What follows belongs to an exercise in optimizing a design on an open flow for small area, a short achievable clock period and few clock cycles; a production flow would make more cautious choices.
RTL that was checked went through simulation tests only; none was proved equivalent to the original.
Power is estimated from default activity; no workload was simulated.

==> run a: inputs <==
Design ctp_framer, start of the top module:
module ctp_framer (
    input  wire        clk,
    input  wire        rst_n,
    input  wire        bus_req,
    input  wire        bus_we,
    input  wire [11:0] bus_addr,
    input  wire [1:0]  bus_size,     
    input  wire [31:0] bus_wdata,
    output reg         bus_rvalid,
    output reg  [31:0] bus_rdata,
    output reg         bus_rerr,
    output wire        irq
);
Settings: LEC_CHECK=0, CAP_MARGIN=20, CORE_MARGIN=2, CORE_UTILIZATION=40, SLEW_MARGIN=20; clock period 8.0 ns.
run.sh (not shown) runs the stock make flow with config.mk's settings and CLKGATE_MAP_FILE= SYNTH_SCRIPT=/design/flow/synth_recipe.tcl, a recipe that flattens the netlist after the stock synthesis.
==> inputs of run b, as changes to run a <==
--- a/flow/design.v
+++ b/flow/design.v
@@ -48,16 +48,17 @@
     output wire        irq
 );
     localparam MAX_PAYLOAD = 128;
     localparam [31:0] FRAMER_ID = 32'h43545001;
     localparam [3:0] E_NONE = 4'd0, E_PAYLOAD_TOO_LARGE = 4'd1, E_BUFFER_TOO_SMALL = 4'd2,
                      E_TOO_SHORT = 4'd3, E_WRONG_TYPE = 4'd4, E_INVALID_FLAG = 4'd5,
                      E_CHECKSUM_MISMATCH = 4'd6, E_ILLEGAL_COMMAND = 4'd7;
-    localparam [2:0] S_IDLE = 3'd0, S_FIN = 3'd1, S_PAY = 3'd2, S_H0 = 3'd3,
-                     S_H1 = 3'd4, S_V0 = 3'd5, S_V1 = 3'd6, S_PRE = 3'd7;
+    localparam [3:0] S_IDLE = 4'd0, S_FIN = 4'd1, S_PAY = 4'd2, S_H0 = 4'd3,
+                     S_H1 = 4'd4, S_V0 = 4'd5, S_V1 = 4'd6, S_PRE = 4'd7,
+                     S_V2 = 4'd8;
     reg [31:0] bank_a [0:31];
     reg [31:0] bank_b [0:31];
     reg [31:0] hdr_mem [0:2];    
     reg [31:0] tx35;             
     reg [31:0] rx_mem [0:3];
     reg [31:0] pm;               
     reg [31:0] al;               
@@ -66,32 +67,31 @@
     reg [3:0]  st_err;
     reg [7:0]  seqnum_r;
     reg [7:0]  window_r;
     reg [15:0] plen_r;
     reg [31:0] tstamp_r;
     reg [15:0] txcap_r;
     reg [15:0] rxlen_r;
-    reg [15:0] txlen_r;
+    reg [7:0]  txlen_r;      
     reg [31:0] hcrc_r;       
     reg [31:0] pcrc_r;       
     reg [4:0]  res_window;
     reg [7:0]  res_seqnum;
-    reg [2:0]  state;
+    reg [3:0]  state;
     reg        op_ack;       
     reg        op_crc;       
-    reg        first;        
+    reg        last;         
     reg [5:0]  idx;          
     reg [5:0]  fidx;         
     reg [31:0] pay_q;        
     reg [5:0]  pk;
     reg [4:0]  pkm1;         
     reg [31:0] acc;
     reg [31:0] accp;
     reg        hq_go;
-    reg        hq_init;
     wire busy = (state != S_IDLE);
     assign irq = ctrl_ie & st_done;
     wire in_regs = (bus_addr < 12'h038);
     wire in_pay  = (bus_addr[11:7] == 5'b00100);
     wire in_tx   = (bus_addr[11:8] == 4'h4) && (bus_addr[7:4] <= 4'h8);
     wire in_rx   = (bus_addr[11:4] == 8'h80);
     wire in_buf  = in_pay | in_tx | in_rx;
@@ -159,85 +159,69 @@
             4'h3:    reg_rdata = 32'd0;
             4'h4:    reg_rdata = {24'd0, seqnum_r};
             4'h5:    reg_rdata = {24'd0, window_r};
             4'h6:    reg_rdata = {16'd0, plen_r};
             4'h7:    reg_rdata = tstamp_r;
             4'h8:    reg_rdata = {16'd0, txcap_r};
             4'h9:    reg_rdata = {16'd0, rxlen_r};
-            4'hA:    reg_rdata = {16'd0, txlen_r};
+            4'hA:    reg_rdata = {24'd0, txlen_r};
             4'hB:    reg_rdata = hcrc_r;
             4'hC:    reg_rdata = pcrc_r;
             4'hD:    reg_rdata = {16'd0, res_seqnum, 3'd0, res_window};
             default: reg_rdata = 32'd0;
         endcase
     end
-    wire [31:0] buf_shifted = buf_word >> {lane, 3'b000};
-    reg  [31:0] buf_rdata;
-    always @(*) begin
-        case (bus_size)
-            2'd0:    buf_rdata = {24'd0, buf_shifted[7:0]};
-            2'd1:    buf_rdata = {16'd0, buf_shifted[15:0]};
-            default: buf_rdata = buf_shifted;
-        endcase
-    end
+    wire rd_buf = host_rd && !in_regs;
+    wire rd_reg = host_rd && in_regs;
+    wire [3:0] ls0 = {4{rd_buf}} & (4'b0001 << lane);
+    wire [1:0] ls1 = {2{rd_buf && bus_size != 2'd0}} & {lane[1], !lane[1]};    
+    wire       ls2 = rd_buf && bus_size == 2'd2;
+    wire [31:0] rdata_next;
+    assign rdata_next[7:0]   = ({8{ls0[0]}} & buf_word[7:0])   | ({8{ls0[1]}} & buf_word[15:8]) |
+                               ({8{ls0[2]}} & buf_word[23:16]) | ({8{ls0[3]}} & buf_word[31:24]) |
+                               ({8{rd_reg}} & reg_rdata[7:0]);
+    assign rdata_next[15:8]  = ({8{ls1[0]}} & buf_word[15:8])  | ({8{ls1[1]}} & buf_word[31:24]) |
+                               ({8{rd_reg}} & reg_rdata[15:8]);
+    assign rdata_next[31:16] = ({16{ls2}} & buf_word[31:16])   | ({16{rd_reg}} & reg_rdata[31:16]);
     always @(posedge clk) begin
         if (!rst_n) begin
             bus_rvalid <= 1'b0;
             bus_rerr   <= 1'b0;
             bus_rdata  <= 32'd0;
         end else begin
             bus_rvalid <= bus_req;
             bus_rerr   <= bus_req && !bus_ok;
-            if (host_rd)
-                bus_rdata <= in_regs ? reg_rdata : buf_rdata;
-            else
-                bus_rdata <= 32'd0;
+            bus_rdata  <= rdata_next;
         end
     end
     wire [7:0]  plen8     = plen_r[7:0];           
     wire [16:0] total     = (plen_r == 16'd0) ? 17'd12 : ({1'b0, plen_r} + 17'd16);
     wire        too_large = (plen_r > MAX_PAYLOAD);
     wire        too_small = (total > {1'b0, txcap_r});
     wire [7:0]  plen_m1   = plen8 - 8'd1;
     wire [5:0]  wlast     = {1'b0, plen_m1[6:2]};  
-    wire        pay_last  = (idx == wlast);
     wire [1:0]  nr        = plen8[1:0];
     wire [5:0]  cw        = {1'b0, plen8[7:2]};    
     wire [7:0]  hdr_b0   = {op_ack ? 2'd2 : 2'd1, 1'b0, window_r[4:0]};
     wire [31:0] hdr_w0   = {plen_r[7:0], plen_r[15:8], seqnum_r, hdr_b0};
     wire [31:0] hdr_w1   = {tstamp_r[7:0], tstamp_r[15:8], tstamp_r[23:16], tstamp_r[31:24]};
     wire [7:0]  rx_b0     = rx_mem[0][7:0];
     wire [7:0]  rx_b1     = rx_mem[0][15:8];
     wire [31:0] rx_stored = {rx_mem[2][7:0], rx_mem[2][15:8], rx_mem[2][23:16], rx_mem[2][31:24]};
     wire        pk_hit  = (pk == wlast + 6'd1);
     wire        pk_part = (pk != 6'd0) && (pk <= wlast);
     wire [5:0]  j0      = pk_hit ? wlast : pk_part ? pk : 6'd0;
-    reg  [31:0] cu_state;
-    reg  [31:0] cu_data;
-    reg  [1:0]  cu_nb;
-    always @(*) begin
-        cu_state = 32'hFFFFFFFF;
-        cu_data  = pay_q;
-        cu_nb    = 2'd0;
-        case (state)
-            S_IDLE: begin
-                if (!hq_init) cu_state = acc;
-            end
-            S_H0:   cu_data = hdr_w0;
-            S_H1:   begin cu_state = hcrc_r; cu_data = hdr_w1; end
-            S_V0:   cu_data = rx_mem[0];
-            S_V1:   begin cu_state = hcrc_r; cu_data = rx_mem[1]; end
-            default: begin
-                if (!first)       cu_state = pcrc_r;
-                else if (pk_hit)  cu_state = accp;
-                else if (pk_part) cu_state = acc;
-                if (pay_last) cu_nb = nr;
-            end
-        endcase
-    end
+    wire [31:0] accp_now   = hq_go ? acc : accp;
+    wire [31:0] acc_now    = hq_go ? crc_next : acc;
+    wire [31:0] pcrc_start = pk_hit ? accp_now : pk_part ? acc_now : 32'hFFFFFFFF;
+    wire        cu_pay   = (state == S_PAY);
+    wire        cu_hdr   = (state == S_H0) || (state == S_H1) || (state == S_V0) || (state == S_V1);
+    wire [31:0] cu_state = cu_pay ? pcrc_r : cu_hdr ? hcrc_r : acc;
+    wire [31:0] cu_data  = pay_q;
+    wire [1:0]  cu_nb    = (cu_pay && last) ? nr : 2'd0;
     wire [31:0] crc_next;
     ctp_crc32_word u_crc (
         .crc_in  (cu_state),
         .data    (cu_data),
         .nb      (cu_nb),
         .crc_out (crc_next)
     );
@@ -254,15 +238,15 @@
         eng_we   = 1'b0;
         eng_c2   = 1'b0;
         eng_word = idx;
         eng_mlo  = 4'b1111;
         eng_mhi  = 4'b0000;
         case (state)
             S_PAY:  
-                eng_we = !op_crc && pay_last && (nr != 2'd0);
+                eng_we = !op_crc && last && (nr != 2'd0);
             S_H0:   
                 eng_we = (plen8 != 8'd0) && (nr != 2'd0) && (idx != 6'd32) && al[idx[4:0]];
             S_H1: begin
                 eng_we   = (plen8 != 8'd0);
                 eng_c2   = 1'b1;
                 eng_word = cw;
                 case (nr)
@@ -276,15 +260,16 @@
         endcase
     end
     reg [31:0] wbus;
     integer k;
     always @(*) begin
         for (k = 0; k < 4; k = k + 1) begin
             if (busy)
-                wbus[8*k +: 8] = eng_c2 ? c2_rot[8*k +: 8] : pay_q[8*k +: 8];
+                wbus[8*k +: 8] = eng_c2 ? c2_rot[8*k +: 8] :
+                                 (state == S_H0) ? buf_word[8*k +: 8] : pay_q[8*k +: 8];
             else
                 wbus[8*k +: 8] = host_be[k] ? host_wd[8*k +: 8] : buf_word[8*k +: 8];
         end
     end
     wire host_pay = host_wr && in_pay;
     wire host_tx  = host_wr && in_tx;
     wire host_rx  = host_wr && in_rx;
@@ -349,62 +334,75 @@
                 if ((we_a[w] != 4'd0 || we_b[w] != 4'd0) && busy)
                     al[w] <= 1'b0;
                 if (state == S_H1 && plen8 != 8'd0 && w < cw)
                     al[w] <= 1'b1;
             end
         end
     end
-    always @(posedge clk)
-        pay_q <= (host_pay && bus_size == 2'd2) ? bus_wdata : buf_word;
+    wire [31:0] hdr_w0_issue = {plen_r[7:0], plen_r[15:8], seqnum_r,
+                                bus_wdata[1] ? 2'd2 : 2'd1, 1'b0, window_r[4:0]};
+    always @(posedge clk) begin
+        if (issue && bus_wdata == 32'd2)
+            pay_q <= rx_mem[0];
+        else if (issue && plen8 == 8'd0 && (bus_wdata == 32'd1 || bus_wdata == 32'd3))
+            pay_q <= hdr_w0_issue;
+        else if (state == S_PAY && last && !op_crc)
+            pay_q <= hdr_w0;
+        else if (state == S_H0)
+            pay_q <= hdr_w1;
+        else if (state == S_V0)
+            pay_q <= rx_mem[1];
+        else
+            pay_q <= (host_pay && bus_size == 2'd2) ? bus_wdata : buf_word;
+    end
     always @(posedge clk) begin
         if (!rst_n) begin
             pk    <= 6'd0;
             hq_go <= 1'b0;
         end else begin
             hq_go <= 1'b0;
+            if (hq_go) begin
+                acc  <= crc_next;
+                accp <= acc;
+            end
             if (host_pay) begin
                 if (bus_size == 2'd2 && pay_wi == 5'd0) begin
                     pk      <= 6'd1;
                     pkm1    <= 5'd0;
                     hq_go   <= 1'b1;
-                    hq_init <= 1'b1;
+                    acc     <= 32'hFFFFFFFF;     
                 end else if (bus_size == 2'd2 && {1'b0, pay_wi} == pk) begin
                     pk      <= pk + 6'd1;
                     pkm1    <= pk[4:0];
                     hq_go   <= 1'b1;
-                    hq_init <= 1'b0;
                 end else if ({1'b0, pay_wi} < pk)
                     pk <= 6'd0;
             end
-            if (hq_go) begin
-                acc  <= crc_next;
-                accp <= hq_init ? 32'hFFFFFFFF : acc;
-            end
         end
     end
     always @(posedge clk) begin
         if (!rst_n || soft_rst) begin
             ctrl_ie    <= 1'b0;
             st_done    <= 1'b0;
             st_err     <= E_NONE;
             seqnum_r   <= 8'h00;
             window_r   <= 8'h01;
             plen_r     <= 16'h0000;
             tstamp_r   <= 32'h0;
             txcap_r    <= 16'd144;
             rxlen_r    <= 16'h0000;
-            txlen_r    <= 16'h0000;
+            txlen_r    <= 8'h00;
             hcrc_r     <= 32'h0;
             pcrc_r     <= 32'h0;
             res_window <= 5'd0;
             res_seqnum <= 8'd0;
             state      <= S_IDLE;
             op_ack     <= 1'b0;
             op_crc     <= 1'b0;
-            first      <= 1'b0;
+            last       <= 1'b0;
             idx        <= 6'd0;
             fidx       <= 6'd0;
         end else begin
             if (host_wr && in_regs) begin
                 case (bus_addr[5:2])
                     4'h1: ctrl_ie  <= bus_wdata[0];
                     4'h2: if (bus_wdata[1]) st_done <= 1'b0;
@@ -418,76 +416,91 @@
                 endcase
             end
             if (issue) begin
                 st_done <= 1'b0;
                 st_err  <= E_NONE;
                 op_ack  <= (bus_wdata == 32'd3);
                 op_crc  <= (bus_wdata == 32'd4);
-                first   <= 1'b1;
+                last    <= (j0 == wlast);
                 idx     <= j0;
                 fidx    <= pk_hit ? j0 + 6'd1 : j0;
                 state   <= S_FIN;
                 case (bus_wdata)
                     32'd1, 32'd3: begin
                         if (too_large)           st_err <= E_PAYLOAD_TOO_LARGE;
                         else if (too_small)      st_err <= E_BUFFER_TOO_SMALL;
-                        else if (plen8 == 8'd0)  state  <= S_H0;
-                        else                     state  <= pk_hit ? S_PAY : S_PRE;
+                        else begin
+                            hcrc_r <= 32'hFFFFFFFF;
+                            if (plen8 == 8'd0)   state  <= S_H0;
+                            else begin
+                                pcrc_r <= pcrc_start;
+                                state  <= pk_hit ? S_PAY : S_PRE;
+                            end
+                        end
                     end
                     32'd2: begin
                         if (rxlen_r < 16'd12)         st_err <= E_TOO_SHORT;
                         else if (rx_b0[7:6] != 2'd2)  st_err <= E_WRONG_TYPE;
                         else if (rx_b0[5])            st_err <= E_INVALID_FLAG;
-                        else                          state  <= S_V0;
+                        else begin
+                            hcrc_r <= 32'hFFFFFFFF;
+                            state  <= S_V0;
+                        end
                     end
                     32'd4: begin
                         if (too_large)           st_err <= E_PAYLOAD_TOO_LARGE;
                         else if (plen8 == 8'd0)  pcrc_r <= 32'd0;
-                        else                     state  <= pk_hit ? S_PAY : S_PRE;
+                        else begin
+                            pcrc_r <= pcrc_start;
+                            state  <= pk_hit ? S_PAY : S_PRE;
+                        end
                     end
                     default: st_err <= E_ILLEGAL_COMMAND;
                 endcase
             end
             case (state)
                 S_FIN: begin
                     st_done <= 1'b1; state <= S_IDLE;
                 end
                 S_PRE: begin
                     fidx  <= fidx + 6'd1;
                     state <= S_PAY;
                 end
                 S_PAY: begin
-                    first <= 1'b0;
                     idx   <= idx + 6'd1;
-                    fidx  <= fidx + 6'd1;
-                    if (pay_last) begin
+                    if (!last) fidx <= fidx + 6'd1;    
+                    last  <= (idx + 6'd1 == wlast);
+                    if (last) begin
                         pcrc_r <= crc_next_final;
                         if (op_crc) begin
                             st_done <= 1'b1; state <= S_IDLE;
                         end else
                             state <= S_H0;
                     end else
                         pcrc_r <= crc_next;
                 end
                 S_H0: begin
                     hcrc_r <= crc_next;
                     state  <= S_H1;
                 end
                 S_H1: begin
                     hcrc_r  <= crc_next_final;
-                    txlen_r <= total[15:0];
+                    txlen_r <= total[7:0];
                     st_done <= 1'b1; state <= S_IDLE;
                 end
                 S_V0: begin
                     hcrc_r <= crc_next;
                     state  <= S_V1;
                 end
                 S_V1: begin
                     hcrc_r <= crc_next_final;
-                    if (crc_next_final != rx_stored)
+                    state  <= S_V2;
+                end
+                S_V2: begin
+                    if (hcrc_r != rx_stored)
                         st_err <= E_CHECKSUM_MISMATCH;
                     else begin
                         res_window <= rx_b0[4:0];
                         res_seqnum <= rx_b1;
                     end
                     st_done <= 1'b1;
                     state   <= S_IDLE;
==> flow/config.mk (replaced) <==
export PLATFORM = sky130hd
export DESIGN_NAME = ctp_framer
export DESIGN_NICKNAME = ctp_framer
export VERILOG_FILES = /design/flow/design.v
export SDC_FILE = /design/flow/constraint.sdc
export NUM_CORES = 4
export LEC_CHECK = 0
export CAP_MARGIN = 20
export CORE_MARGIN = 2
export CORE_UTILIZATION = 42
export SETUP_SLACK_MARGIN = 3.0
export SLEW_MARGIN = 20
export TNS_END_PERCENT = 5
==> inputs of run c, as changes to run a <==
--- a/flow/design.v
+++ b/flow/design.v
@@ -48,16 +48,17 @@
     output wire        irq
 );
     localparam MAX_PAYLOAD = 128;
     localparam [31:0] FRAMER_ID = 32'h43545001;
     localparam [3:0] E_NONE = 4'd0, E_PAYLOAD_TOO_LARGE = 4'd1, E_BUFFER_TOO_SMALL = 4'd2,
                      E_TOO_SHORT = 4'd3, E_WRONG_TYPE = 4'd4, E_INVALID_FLAG = 4'd5,
                      E_CHECKSUM_MISMATCH = 4'd6, E_ILLEGAL_COMMAND = 4'd7;
-    localparam [2:0] S_IDLE = 3'd0, S_FIN = 3'd1, S_PAY = 3'd2, S_H0 = 3'd3,
-                     S_H1 = 3'd4, S_V0 = 3'd5, S_V1 = 3'd6, S_PRE = 3'd7;
+    localparam [3:0] S_IDLE = 4'd0, S_FIN = 4'd1, S_PAY = 4'd2, S_H0 = 4'd3,
+                     S_H1 = 4'd4, S_V0 = 4'd5, S_V1 = 4'd6, S_PRE = 4'd7,
+                     S_V2 = 4'd8;
     reg [31:0] bank_a [0:31];
     reg [31:0] bank_b [0:31];
     reg [31:0] hdr_mem [0:2];    
     reg [31:0] tx35;             
     reg [31:0] rx_mem [0:3];
     reg [31:0] pm;               
     reg [31:0] al;               
@@ -66,23 +67,26 @@
     reg [3:0]  st_err;
     reg [7:0]  seqnum_r;
     reg [7:0]  window_r;
     reg [15:0] plen_r;
     reg [31:0] tstamp_r;
     reg [15:0] txcap_r;
     reg [15:0] rxlen_r;
-    reg [15:0] txlen_r;
+    reg [7:0]  txlen_r;      
     reg [31:0] hcrc_r;       
     reg [31:0] pcrc_r;       
     reg [4:0]  res_window;
     reg [7:0]  res_seqnum;
-    reg [2:0]  state;
+    reg [3:0]  state;
     reg        op_ack;       
     reg        op_crc;       
     reg        first;        
+    reg        last;         
+    reg        st_hit;       
+    reg        st_part;      
     reg [5:0]  idx;          
     reg [5:0]  fidx;         
     reg [31:0] pay_q;        
     reg [5:0]  pk;
     reg [4:0]  pkm1;         
     reg [31:0] acc;
     reg [31:0] accp;
@@ -159,15 +163,15 @@
             4'h3:    reg_rdata = 32'd0;
             4'h4:    reg_rdata = {24'd0, seqnum_r};
             4'h5:    reg_rdata = {24'd0, window_r};
             4'h6:    reg_rdata = {16'd0, plen_r};
             4'h7:    reg_rdata = tstamp_r;
             4'h8:    reg_rdata = {16'd0, txcap_r};
             4'h9:    reg_rdata = {16'd0, rxlen_r};
-            4'hA:    reg_rdata = {16'd0, txlen_r};
+            4'hA:    reg_rdata = {24'd0, txlen_r};
             4'hB:    reg_rdata = hcrc_r;
             4'hC:    reg_rdata = pcrc_r;
             4'hD:    reg_rdata = {16'd0, res_seqnum, 3'd0, res_window};
             default: reg_rdata = 32'd0;
         endcase
     end
     wire [31:0] buf_shifted = buf_word >> {lane, 3'b000};
@@ -195,15 +199,14 @@
     end
     wire [7:0]  plen8     = plen_r[7:0];           
     wire [16:0] total     = (plen_r == 16'd0) ? 17'd12 : ({1'b0, plen_r} + 17'd16);
     wire        too_large = (plen_r > MAX_PAYLOAD);
     wire        too_small = (total > {1'b0, txcap_r});
     wire [7:0]  plen_m1   = plen8 - 8'd1;
     wire [5:0]  wlast     = {1'b0, plen_m1[6:2]};  
-    wire        pay_last  = (idx == wlast);
     wire [1:0]  nr        = plen8[1:0];
     wire [5:0]  cw        = {1'b0, plen8[7:2]};    
     wire [7:0]  hdr_b0   = {op_ack ? 2'd2 : 2'd1, 1'b0, window_r[4:0]};
     wire [31:0] hdr_w0   = {plen_r[7:0], plen_r[15:8], seqnum_r, hdr_b0};
     wire [31:0] hdr_w1   = {tstamp_r[7:0], tstamp_r[15:8], tstamp_r[23:16], tstamp_r[31:24]};
     wire [7:0]  rx_b0     = rx_mem[0][7:0];
     wire [7:0]  rx_b1     = rx_mem[0][15:8];
@@ -224,17 +227,17 @@
             end
             S_H0:   cu_data = hdr_w0;
             S_H1:   begin cu_state = hcrc_r; cu_data = hdr_w1; end
             S_V0:   cu_data = rx_mem[0];
             S_V1:   begin cu_state = hcrc_r; cu_data = rx_mem[1]; end
             default: begin
                 if (!first)       cu_state = pcrc_r;
-                else if (pk_hit)  cu_state = accp;
-                else if (pk_part) cu_state = acc;
-                if (pay_last) cu_nb = nr;
+                else if (st_hit)  cu_state = accp;
+                else if (st_part) cu_state = acc;
+                if (last) cu_nb = nr;
             end
         endcase
     end
     wire [31:0] crc_next;
     ctp_crc32_word u_crc (
         .crc_in  (cu_state),
         .data    (cu_data),
@@ -254,15 +257,15 @@
         eng_we   = 1'b0;
         eng_c2   = 1'b0;
         eng_word = idx;
         eng_mlo  = 4'b1111;
         eng_mhi  = 4'b0000;
         case (state)
             S_PAY:  
-                eng_we = !op_crc && pay_last && (nr != 2'd0);
+                eng_we = !op_crc && last && (nr != 2'd0);
             S_H0:   
                 eng_we = (plen8 != 8'd0) && (nr != 2'd0) && (idx != 6'd32) && al[idx[4:0]];
             S_H1: begin
                 eng_we   = (plen8 != 8'd0);
                 eng_c2   = 1'b1;
                 eng_word = cw;
                 case (nr)
@@ -388,23 +391,26 @@
             st_err     <= E_NONE;
             seqnum_r   <= 8'h00;
             window_r   <= 8'h01;
             plen_r     <= 16'h0000;
             tstamp_r   <= 32'h0;
             txcap_r    <= 16'd144;
             rxlen_r    <= 16'h0000;
-            txlen_r    <= 16'h0000;
+            txlen_r    <= 8'h00;
             hcrc_r     <= 32'h0;
             pcrc_r     <= 32'h0;
             res_window <= 5'd0;
             res_seqnum <= 8'd0;
             state      <= S_IDLE;
             op_ack     <= 1'b0;
             op_crc     <= 1'b0;
             first      <= 1'b0;
+            last       <= 1'b0;
+            st_hit     <= 1'b0;
+            st_part    <= 1'b0;
             idx        <= 6'd0;
             fidx       <= 6'd0;
         end else begin
             if (host_wr && in_regs) begin
                 case (bus_addr[5:2])
                     4'h1: ctrl_ie  <= bus_wdata[0];
                     4'h2: if (bus_wdata[1]) st_done <= 1'b0;
@@ -419,14 +425,17 @@
             end
             if (issue) begin
                 st_done <= 1'b0;
                 st_err  <= E_NONE;
                 op_ack  <= (bus_wdata == 32'd3);
                 op_crc  <= (bus_wdata == 32'd4);
                 first   <= 1'b1;
+                last    <= (j0 == wlast);
+                st_hit  <= pk_hit;
+                st_part <= pk_part;
                 idx     <= j0;
                 fidx    <= pk_hit ? j0 + 6'd1 : j0;
                 state   <= S_FIN;
                 case (bus_wdata)
                     32'd1, 32'd3: begin
                         if (too_large)           st_err <= E_PAYLOAD_TOO_LARGE;
                         else if (too_small)      st_err <= E_BUFFER_TOO_SMALL;
@@ -455,39 +464,43 @@
                     fidx  <= fidx + 6'd1;
                     state <= S_PAY;
                 end
                 S_PAY: begin
                     first <= 1'b0;
                     idx   <= idx + 6'd1;
                     fidx  <= fidx + 6'd1;
-                    if (pay_last) begin
+                    last  <= (idx + 6'd1 == wlast);
+                    if (last) begin
                         pcrc_r <= crc_next_final;
                         if (op_crc) begin
                             st_done <= 1'b1; state <= S_IDLE;
                         end else
                             state <= S_H0;
                     end else
                         pcrc_r <= crc_next;
                 end
                 S_H0: begin
                     hcrc_r <= crc_next;
                     state  <= S_H1;
                 end
                 S_H1: begin
                     hcrc_r  <= crc_next_final;
-                    txlen_r <= total[15:0];
+                    txlen_r <= total[7:0];
                     st_done <= 1'b1; state <= S_IDLE;
                 end
                 S_V0: begin
                     hcrc_r <= crc_next;
                     state  <= S_V1;
                 end
                 S_V1: begin
                     hcrc_r <= crc_next_final;
-                    if (crc_next_final != rx_stored)
+                    state  <= S_V2;
+                end
+                S_V2: begin
+                    if (hcrc_r != rx_stored)
                         st_err <= E_CHECKSUM_MISMATCH;
                     else begin
                         res_window <= rx_b0[4:0];
                         res_seqnum <= rx_b1;
                     end
                     st_done <= 1'b1;
                     state   <= S_IDLE;
==> flow/config.mk (replaced) <==
export PLATFORM = sky130hd
export DESIGN_NAME = ctp_framer
export DESIGN_NICKNAME = ctp_framer
export VERILOG_FILES = /design/flow/design.v
export SDC_FILE = /design/flow/constraint.sdc
export NUM_CORES = 4
export LEC_CHECK = 0
export CAP_MARGIN = 20
export CORE_MARGIN = 2
export CORE_UTILIZATION = 50
export SETUP_SLACK_MARGIN = 2.5
export SLEW_MARGIN = 20
export TNS_END_PERCENT = 5
==> results.txt <==
Run a finished but fails on negative setup slack. Run c ran to the end with no violations. Run b passed the timing, DRC and antenna checks. The highest routed wire length belongs to run b, the lowest to run c. Via count, highest first: run b, run a, run c. Against run c, the utilization of run b is lower by 9.1 points. The highest synthesized area belongs to run a, the lowest to run c. Clock power is about the same in run b and run c. The highest maximum frequency belongs to run c, the lowest to run a. Register-to-register slack: run a < run b < run c. The highest final area belongs to run a, the lowest to run c.
==> figures <==
| quantity | run c | run b | run a |
|---|---|---|---|
| Clock network fraction of total power | 30.8% | 20.7% | 28.9% |
| Combined area of the multi-input logic cells | 0.04294 mm² | 0.04416 mm² | 0.04208 mm² |
| Antenna violations before repair | 64 | 57 | 81 |
| Clock buf/inv share | 6.459% | 6.433% | 6.125% |
| Post-Syn Nets | 9330 | 9594 | 9528 |
| Post-route clock period utilization | 76.06% | 79.14% | 102.8% |
| Fraction of met1 tracks used by global routing | 64.73% | 59.12% | 58.88% |
| Diode count | 52 | 29 | 37 |
| Cell internal pwr | 29.96 mW | 38.41 mW | 30.96 mW |
| Count of non-CTS inverters in the layout | 104 | 133 | 193 |
| Run status | no timing/DRC/antenna violations | no timing/DRC/antenna violations | complete, but fails checks |
| Violated checks | - | - | negative setup slack |
| Metal-1 WL | 215700 µm | 249200 µm | 262100 µm |
| Fillers | 18030 | 24050 | 26110 |
| Final worst setup slack | 1915 ps | 1669 ps | -221.5 ps |
| Worst-path maximum fanout | 31 | 34 | 30 |
| Comb pwr share | 34.3% | 56.6% | 37.6% |
| Average wire per cell in the routed design | 50.29 µm | 50.46 µm | 45.91 µm |
| Die Height | 493.9 µm | 542.4 µm | 556.0 µm |
Testbench counts of run b, summed over its fixed seeds: cycles 17,070.
For run a and run c, only the layout was checked, not whether the RTL still works.

what the ideal ports hide:
How much do the figures lean on ideal ports? The routed layouts below were timed once more, with nothing changed but the port constraints.
Step 1 assumes that a clkbuf_16 drives the clock port and a buf_2 every other input.
Step 2, shift: input delay + t, output delay - t, t = (earliest + latest rising clock arrival at the registers) / 2. This alone moves slack from input paths to output paths.
a / b / c = ideal ports / drivers / drivers and shift; a / b = the first two.
| run | t, ns | setup slack, ns | worst setup path at the end | worst register clock-pin slew, ns | pins driven straight from the clock port |
|---|---|---|---|---|---|
| run a | 1.038 | -0.222 / -0.158 / -1.196 | input to register | 0.07 / 0.07 | 1 |
| run b | 1.054 | 1.669 / 1.726 / 0.673 | input to register | 0.07 / 0.07 | 1 |
| run c | 1.075 | 1.915 / 1.915 / 1.028 | input to register | 0.08 / 0.08 | 1 |
The setup slack of run b, which loses most, moves by +0.057 ns with the drivers and by -0.996 ns with both steps.
